From an optimization exercise on the open Yosys and OpenROAD flow, aimed at small area, a short achievable clock period and few clock cycles; shortcuts taken in it are not production practice. The RTL was checked by simulation tests, not by an equivalence proof against the original design. Power is estimated from default activity; no workload was simulated.

--- flow/run.sh ---
#!/bin/bash
# synth_recipe.tcl (not shown) runs the flow's synth.tcl, then flattens the netlist and writes it again
# the make line also repeats each setting of config.mk as NAME=value (left out here)
make -C /OpenROAD-flow-scripts/flow DESIGN_CONFIG=/design/flow/config.mk WORK_HOME=/design/flow/orfs CLKGATE_MAP_FILE= SYNTH_SCRIPT=/design/flow/synth_recipe.tcl finish
--- flow/design.v ---
module sha1_core (
    input  wire [1:0]   phase,    
    input  wire [159:0] s_in,     
    input  wire [31:0]  w,
    output wire [159:0] s_out
);
    wire [31:0] a = s_in[159:128];
    wire [31:0] b = s_in[127:96];
    wire [31:0] c = s_in[95:64];
    wire [31:0] d = s_in[63:32];
    wire [31:0] e = s_in[31:0];
    reg [31:0] f, k;
    always @(*) begin
        case (phase)
            2'd0: begin f = (b & c) | (~b & d);          k = 32'h5A827999; end
            2'd1: begin f = b ^ c ^ d;                   k = 32'h6ED9EBA1; end
            2'd2: begin f = (b & c) | (b & d) | (c & d); k = 32'h8F1BBCDC; end
            default: begin f = b ^ c ^ d;                k = 32'hCA62C1D6; end
        endcase
    end
    wire [31:0] tmp = {a[26:0], a[31:27]} + f + e + k + w;
    assign s_out = {tmp, a, {b[1:0], b[31:2]}, c, d};
endmodule
module otp_engine (
    input  wire         clk,
    input  wire         rst,
    input  wire         start,
    input  wire [1:0]   op,         
    input  wire [7:0]   digits,
    input  wire [7:0]   flags,      
    input  wire [31:0]  window,
    input  wire [63:0]  value,      
    input  wire [7:0]   code_len,   
    input  wire [79:0]  code,       
    input  wire [6:0]   key_len,    
    input  wire [511:0] key,        
    output wire         ready,
    output reg          done,
    output reg  [2:0]   status,
    output reg  [31:0]  result
);
    localparam OP_LOAD = 2'd0, OP_HOTP = 2'd1, OP_TOTP = 2'd2, OP_VERIFY = 2'd3;
    localparam ST_OK         = 3'd0;
    localparam ST_ERR_LENGTH = 3'd3;
    localparam ST_ERR_PARAM  = 3'd4;
    localparam ST_NO_SECRET  = 3'd6;
    localparam ST_NO_ANSWER  = 3'd7;
    localparam [159:0] SHA1_IV = 160'h67452301_EFCDAB89_98BADCFE_10325476_C3D2E1F0;
    localparam S_IDLE  = 4'd0,   
               S_DIV   = 4'd1,   
               S_INIT  = 4'd2,   
               S_RND   = 4'd3,   
               S_FF    = 4'd4,   
               S_TSH   = 4'd5,   
               S_MOD   = 4'd6,   
               S_LMASK = 4'd7,   
               S_LRND  = 4'd8,   
               S_LFF1  = 4'd9,   
               S_LBACK = 4'd10,  
               S_LXP   = 4'd11,  
               S_LFIN  = 4'd12;  
    reg [3:0]   state;
    assign ready = (state == S_IDLE);
    reg [159:0] X, Y;
    reg         xhi;         
    reg         key_valid;
    reg [159:0] s;
    reg [511:0] wv;
    reg [6:0]   t;
    reg [1:0]   phase;
    reg         outer;       
    reg         lsec;        
    reg [1:0]   op_r;
    reg [3:0]   d_r;
    reg [6:0]   kl_r;
    reg [39:0]  nib;         
    reg         bad_r;       
    reg         lenok_r;     
    reg [63:0]  quot;
    reg [31:0]  rem;         
    reg         ovf;         
    reg [31:0]  win;         
    reg [6:0]   cnt;
    reg [3:0]   off;
    wire [31:0]  w0 = wv[511:480];
    wire [31:0]  w1 = wv[479:448];
    wire [159:0] s_rnd;
    sha1_core u_rnd (.phase(phase), .s_in(s), .w(w0), .s_out(s_rnd));
    wire [31:0] wx_f = wv[95:64] ^ wv[255:224] ^ wv[447:416] ^ wv[511:480];    
    wire [31:0] w_fwd = {wx_f[30:0], wx_f[31]};
    wire [31:0] w15r = {wv[0], wv[31:1]};
    wire [31:0] w_bwd = w15r ^ wv[127:96] ^ wv[287:256] ^ wv[479:448];        
    wire         use_iv = (state == S_LFF1) || (state == S_LFIN);
    wire [159:0] hsel = use_iv ? SHA1_IV : Y;
    wire [31:0]  D0 = hsel[159:128] + s[159:128];
    wire [31:0]  D1 = hsel[127:96]  + s[127:96];
    wire [31:0]  D2 = hsel[95:64]   + s[95:64];
    wire [31:0]  D3 = hsel[63:32]   + s[63:32];
    wire [31:0]  D4 = hsel[31:0]    + s[31:0];
    wire [159:0] D  = {D0, D1, D2, D3, D4};
    wire [4:0]  mk = cnt[4:0] - 5'd1;           
    wire [6:0]  mb = {mk[3:0], 2'b00};
    wire [31:0] kmask = {{8{(mb + 7'd0) < kl_r}}, {8{(mb + 7'd1) < kl_r}},
                         {8{(mb + 7'd2) < kl_r}}, {8{(mb + 7'd3) < kl_r}}};
    wire [31:0] g_out = (state == S_LMASK) ? ((result & kmask) ^ 32'h36363636)
                                           : (result ^ 32'h6A6A6A6A);
    reg [31:0] trunc;
    always @(*) begin
        case (off[1:0])
            2'd0: trunc = w0;
            2'd1: trunc = {w0[23:0], w1[31:24]};
            2'd2: trunc = {w0[15:0], w1[31:16]};
            default: trunc = {w0[7:0], w1[31:8]};
        endcase
    end
    reg [31:0] mtop;
    reg [4:0]  msteps;
    always @(*) begin
        case (d_r)
            4'd1: begin mtop = 32'h50000000; msteps = 5'd28; end
            4'd2: begin mtop = 32'h64000000; msteps = 5'd25; end
            4'd3: begin mtop = 32'h7D000000; msteps = 5'd22; end
            4'd4: begin mtop = 32'h4E200000; msteps = 5'd18; end
            4'd5: begin mtop = 32'h61A80000; msteps = 5'd15; end
            4'd6: begin mtop = 32'h7A120000; msteps = 5'd12; end
            4'd7: begin mtop = 32'h4C4B4000; msteps = 5'd8;  end
            4'd8: begin mtop = 32'h5F5E1000; msteps = 5'd5;  end
            4'd9: begin mtop = 32'h77359400; msteps = 5'd2;  end
            default: begin mtop = 32'h00000000; msteps = 5'd0; end
        endcase
    end
    wire [32:0] rem_sh  = {rem, quot[63]};
    wire [33:0] rem_sub = {1'b0, rem_sh} - {2'b00, win};
    wire        q_bit   = ~rem_sub[33];
    wire [35:0] acc_nx = {1'b0, rem, 3'b000} + {3'b000, rem, 1'b0} + {32'd0, nib[39:36]};
    wire [32:0] mod_sub = {1'b0, result} - {1'b0, win};
    wire digits_ok = (digits >= 8'd1) && (digits <= 8'd10);
    reg  bad_c;
    integer i;
    always @(*) begin
        bad_c = 1'b0;
        for (i = 0; i < 10; i = i + 1)
            if ((i < digits) && !((code[79-8*i -: 8] >= 8'h30) && (code[79-8*i -: 8] <= 8'h39)))
                bad_c = 1'b1;
    end
    always @(posedge clk) begin
        X   <= Y;
        Y   <= X;
        xhi <= ~xhi;
        done <= 1'b0;
        s  <= s_rnd;
        wv <= {wv[479:0], w_fwd};
        if (rst) begin
            state     <= S_IDLE;
            key_valid <= 1'b0;
            status    <= 3'd0;
        end else begin
            case (state)
                S_IDLE: begin
                    wv      <= key;
                    quot    <= value;
                    win     <= window;
                    rem     <= 32'd0;
                    op_r    <= op;
                    d_r     <= digits[3:0];
                    kl_r    <= key_len;
                    for (i = 0; i < 10; i = i + 1)
                        nib[39-4*i -: 4] <= code[75-8*i -: 4];
                    bad_r   <= bad_c;
                    lenok_r <= (code_len == digits);
                    cnt     <= 7'd0;
                    if (start) begin
                        status <= ST_OK;
                        case (op)
                            OP_LOAD: begin
                                if (key_len > 7'd64) begin
                                    status <= ST_ERR_LENGTH;
                                    done   <= 1'b1;
                                end else if (key_len == 7'd0) begin
                                    key_valid <= 1'b0;
                                    result    <= 32'd0;
                                    done      <= 1'b1;
                                end else begin
                                    state <= S_LMASK;
                                end
                            end
                            OP_HOTP: begin
                                if (!digits_ok)      begin status <= ST_ERR_PARAM; done <= 1'b1; end
                                else if (!key_valid) begin status <= ST_NO_SECRET; done <= 1'b1; end
                                else                 state <= S_INIT;
                            end
                            OP_TOTP: begin
                                if (!digits_ok || window == 32'd0) begin status <= ST_ERR_PARAM; done <= 1'b1; end
                                else if (!key_valid)               begin status <= ST_NO_SECRET; done <= 1'b1; end
                                else                               state <= S_DIV;
                            end
                            default: begin
                                if (!digits_ok || window == 32'd0 || flags[7:1] != 7'd0) begin
                                    status <= ST_ERR_PARAM; done <= 1'b1;
                                end else if (!flags[0] || !key_valid) begin
                                    status <= ST_NO_ANSWER; done <= 1'b1;
                                end else
                                    state <= S_DIV;
                            end
                        endcase
                    end
                end
                S_DIV: begin
                    if (q_bit) rem <= rem_sub[31:0];
                    else       rem <= rem_sh[31:0];
                    quot <= {quot[62:0], q_bit};
                    cnt  <= cnt + 7'd1;
                    if (cnt == 7'd63)
                        state <= S_INIT;
                end
                S_INIT: begin
                    if (xhi) begin
                        s     <= X;
                        wv    <= {quot, 32'h80000000, 384'd0, 32'd576};
                        t     <= 7'd0;
                        phase <= 2'd0;
                        outer <= 1'b0;
                        rem   <= 32'd0;
                        ovf   <= 1'b0;
                        state <= S_RND;
                    end
                end
                S_RND, S_LRND: begin
                    t <= t + 7'd1;
                    if (t == 7'd19) phase <= 2'd1;
                    if (t == 7'd39) phase <= 2'd2;
                    if (t == 7'd59) phase <= 2'd3;
                    if (state == S_RND && !outer && t < {3'd0, d_r}) begin
                        rem <= acc_nx[31:0];
                        ovf <= ovf | (acc_nx[35:32] != 4'd0);
                        nib <= {nib[35:0], 4'd0};
                    end
                    if (t == 7'd79) begin
                        if (state == S_RND) state <= S_FF;
                        else                state <= lsec ? S_LFIN : S_LFF1;
                    end
                end
                S_FF: begin
                    wv <= {D, 32'h80000000, 288'd0, 32'd672};
                    if (!outer) begin
                        s     <= X;
                        t     <= 7'd0;
                        phase <= 2'd0;
                        outer <= 1'b1;
                        state <= S_RND;
                    end else begin
                        off   <= D[3:0];
                        cnt   <= {5'd0, D[3:2]};
                        state <= S_TSH;
                    end
                end
                S_TSH: begin
                    cnt <= cnt - 7'd1;
                    if (cnt == 7'd0) begin
                        result <= {1'b0, trunc[30:0]};
                        win    <= mtop;
                        cnt    <= {2'd0, msteps};
                        state  <= S_MOD;
                    end
                end
                S_MOD: begin
                    if (cnt == 7'd0) begin
                        if (op_r == OP_VERIFY)
                            result <= (lenok_r && !bad_r && !ovf && rem == result) ? 32'd0 : 32'd1;
                        done  <= 1'b1;
                        state <= S_IDLE;
                    end else begin
                        if (!mod_sub[32]) result <= mod_sub[31:0];
                        win <= {1'b0, win[31:1]};
                        cnt <= cnt - 7'd1;
                    end
                end
                S_LMASK, S_LXP: begin
                    result <= w0;
                    wv     <= {wv[479:0], g_out};
                    cnt    <= cnt + 7'd1;
                    if (cnt == 7'd16) begin
                        s     <= SHA1_IV;
                        t     <= 7'd0;
                        phase <= 2'd0;
                        lsec  <= (state == S_LXP);
                        state <= S_LRND;
                    end
                end
                S_LFF1: begin
                    X     <= D;
                    xhi   <= 1'b1;
                    wv    <= {w_bwd, wv[511:32]};
                    cnt   <= 7'd0;
                    state <= S_LBACK;
                end
                S_LBACK: begin
                    wv  <= {w_bwd, wv[511:32]};
                    cnt <= cnt + 7'd1;
                    if (cnt == 7'd78) begin
                        cnt   <= 7'd0;
                        state <= S_LXP;
                    end
                end
                S_LFIN: begin
                    X         <= D;
                    xhi       <= 1'b0;
                    key_valid <= 1'b1;
                    result    <= 32'd0;
                    done      <= 1'b1;
                    state     <= S_IDLE;
                end
                default: state <= S_IDLE;
            endcase
        end
    end
endmodule
--- flow/constraint.sdc ---
create_clock -name core_clock -period 9.0 [get_ports {clk}]
set_input_delay 1.8000 -clock core_clock [delete_from_list [all_inputs] [get_ports {clk}]]
set_output_delay 1.8000 -clock core_clock [all_outputs]
set_load 0.01 [all_outputs]
--- flow/config.mk ---
export PLATFORM = sky130hd
export DESIGN_NAME = otp_engine
export DESIGN_NICKNAME = otp_engine
export VERILOG_FILES = /design/flow/design.v
export SDC_FILE = /design/flow/constraint.sdc
export NUM_CORES = 4
export LEC_CHECK = 0
export CAP_MARGIN = 20
export CORE_MARGIN = 2
export CORE_UTILIZATION = 40
export PLACE_DENSITY = 0.6
export SLEW_MARGIN = 20
==> run notes <==
## how the worst max path moves through the flow
stage               slack, ns  cells after the start  endpoint
CTS                      2.61                     15    X[127]
floorplan                0.12                      3   quot[0]
detailed placement       2.61                     15    X[127]
global route             2.27                     20    s[156]
finish                   2.76                     17   wv[382]
global placement         2.76                     15    X[127]
## Yosys cell counts (95+ instances only)
library cell | number | area [µm²]
ha_1 | 346 | 4329
dfxtp_1 | 1024 | 20500
nor2_1 | 269 | 1010
a21oi_1 | 348 | 1742
edfxtp_1 | 236 | 7087
nand2b_1 | 122 | 763.2
xor2_1 | 160 | 1401
a22oi_1 | 431 | 3236
xnor2_1 | 329 | 2882
fa_1 | 129 | 2582
nand2_1 | 1495 | 5612
clkbuf_1 | 415 | 1558
a21o_1 | 165 | 1239
o21ai_0 | 869 | 4349
and2_1 | 95 | 594.3
inv_1 | 430 | 1614
## sequential cells by signal, summed over array words and instances, names as in the netlist, 17 cells and up
name / cells
nib: 40
Y: 160
win: 32
result: 32
rem: 32
X: 160
quot: 64
mtop: 17
s: 160
wv: 512
## power by group through the flow
| stage | Clock [µW] | Sequential (µW) | Combinational (µW) |
|---|---|---|---|
| after global routing | 6650 | 11300 | 27600 |
| after global placement | 0 | 11300 | 24700 |
| after floorplan | 0 | 9390 | 16700 |
| after CTS | 6410 | 11200 | 24900 |
| final | 6400 | 11400 | 25700 |
| after detailed placement | 0 | 11200 | 24800 |
## kinds of logic after synthesis
group,count (synthesis)
flops,1260
mux,44
simple gates,2313
xor+xnor,489
buf+inv,888
fa+ha+maj,475
compound gates,2496
## routing by layer
layer / GRT usage (%) / wire [µm]
met1: 50.69 / 139600
met4: 29.04 / 31660
met5: 0 / 196
met3: 11.13 / 39800
met2: 57.98 / 150600
## layout make-up
class                      count  area, µm²
fill                       16616      87630
sequential                  1260      27590
multi-input combinational   5817      37970
inverter                     432       1630
clock inverter                60      917.1
tap                         2233       2794
antenna                       27      67.56
timing repair buffer         846       8368
clock buffer                 214       4208
## metrics by stage
stage	area, µm²	power (µW)	setup WS [ns]	hold slack [ns]	util (%)
2_1_floorplan	68710	26110	0.1238	0.3262	-
3_3_place_gp	78290	35920	2.763	0.3320	45.74
3_5_place_dp	78310	36000	2.612	0.3352	45.75
4_1_cts	83440	42470	2.608	0.3186	48.75
5_1_grt	83490	45540	2.274	0.3362	48.78
6_report	83540	43490	2.764	0.3409	48.80
==> results.cfg <==
[run_status]
status = complete, no violations

[sta]
max_freq_mhz = 160.3
slew_viol_final = 0
setup_viol = 0
period_share_pct = 69.29
fin_crit_ns = 6.236
rsz0062_at_grt = false
slew_headroom_pct = 14.71
hold_viol_final = 0
finalSetupTns_ns = 0
worstMarginPinSlew_ns = 1.266
skew_ns = 0.04869

[finish]
final_cell_mix = nand2_1, dfxtp_1, o21ai_0
stdcell_count = 10889
area_growth_pct = 21.58
drive_gt1_share_pct = 4.543
final_common_cell = nand2_1
nets = 9704

[place]
port_buffers = 760
place.gp.congestion = 1.058
dp_hpwl_mm = 283.2
place_inst = 10585

[power]
p_leak_uw = 0.03487
power_density_nw_per_um2 = 520.7
switching_share_pct = 50.89
p_comb_share_pct = 59.0
p_int_uw = 21360
peakVddDrop_mv = 0.5205
pwr-share-clk_pct = 14.7
p_switching_uw = 22130
seqPwrFrac_pct = 26.3

[synth]
synth_seq_cells = 1260
syn_inst = 7965
synthSimpleGateAreaFrac_pct = 14.51
synthDistinctLibCells = 82
synth_ff_type = dfxtp_1
netlist_area_um2 = 68710
synth_nets = 9164
yosysWarningCount = 2
syn_avg_cell_area_um2 = 8.626
synth_mux_area_share_pct = 0.6720
synth_async_sr_flop_share_pct = 0
ys_seq_area_share_pct = 40.15
synth-edff-count = 236
synth_fa_ha_area_share_pct = 10.06
synth_top_family_by_area = compound AO/OA/AOI/OAI gates
synth_compound_area_share_pct = 23.52
synth_xor_area_share_pct = 6.233

[clock_network]
cts_sinks = 1260
clkTransAtPathRegs_ns = 0.06
clk_path_buf_depth = 3
cts_max_level = 4
cts_tree = built
insertion_delay_ns = 0.85
cts_resized = 0
cts_hold_buf = 0
numCtsBuffers = 148
post-cts-setup-buffers = 0
cts-root-buf = clkbuf_16

[detailed_routing]
via_count = 67266
ant_nets = 0
drt-initial-drc-count = 10162
first_pass_iters = 8
drc = 0
totalWireLength_mm = 361.8
viasPerCell = 6.177
post_drt_wl_per_cell_um = 33.22

[grt]
grt_pass1_wl_mm = 489.7
overflow = 0
antenna_found_initial = 61
grt_start_max_net_pins = 226
grt_pass1_vias = 62589
grt.total_usage_pct = 39.95

[die]
die_area_um2 = 175100
rows = 152
core_area_um2 = 171200
die_w_um = 418.5
ios = 761
fp.dieH_um = 418.5
floorplan.initialDensity_pct = 40.14

[setup_path]
ff2ff_setup_slack_ns = 2.76
start_kind = flip-flop
crit_arrival_ns = 6.93
path_cells = nand2b_1 -> or2_4 -> buf_4 -> and2_1 -> ha_1 -> fa_1 -> a21o_1 -> a21oi_1 -> o21ai_0 -> a21oi_1 -> o31ai_1 -> a21oi_1 -> o21ai_0 -> nand2b_1 -> a21oi_1 -> xnor2_1 -> o221ai_1
path_buf_inv = 1
r2r_end = wv[382]
r2r_start = state[3]
cp-end-kind = flip-flop
slowest_delay_ns = 0.79
cp_common_cell = a21oi_1
critPathLaunch = state[3]
ff2ff_path_depth = 17
critPathKind = flip-flop to flip-flop
critPathMaxFanout = 60
crit_family = compound AO/OA/AOI/OAI gates
cp.required_ns = 9.69
slowest_stage = or2_4

[hold_path]
worstHoldPathType = flip-flop to flip-flop
min_to = Y[158]
hold_path.startpoint = X[158]
hold_depth = 0

[job]
maxCapViolations = 0
Testbench counts, summed over its fixed seeds: cycles 87,977.

[static timing again, ports no longer ideal]
Ports are ideal in the flow. The routed layout listed here was re-timed in OpenROAD. Step 1 assumes that a clkbuf_16 drives the clock port and a buf_2 every other input. Step 2, shift: input delay + t, output delay - t, t = (earliest + latest rising clock arrival at the registers) / 2. This alone moves slack from input paths to output paths. a / b / c = ideal / step 1 / step 2; a / b = the first two.
t, ns: 0.928
setup slack, ns: 2.764 / 2.764 / 2.764
worst setup path after step 2: register to register
worst slew at a driven data input, ns: 0.17
cell pins on the clock port's net: 1
After both steps setup and hold are still met in this run. The setup slack of this run moves by 0.000 ns with the drivers and by 0.000 ns with both steps.
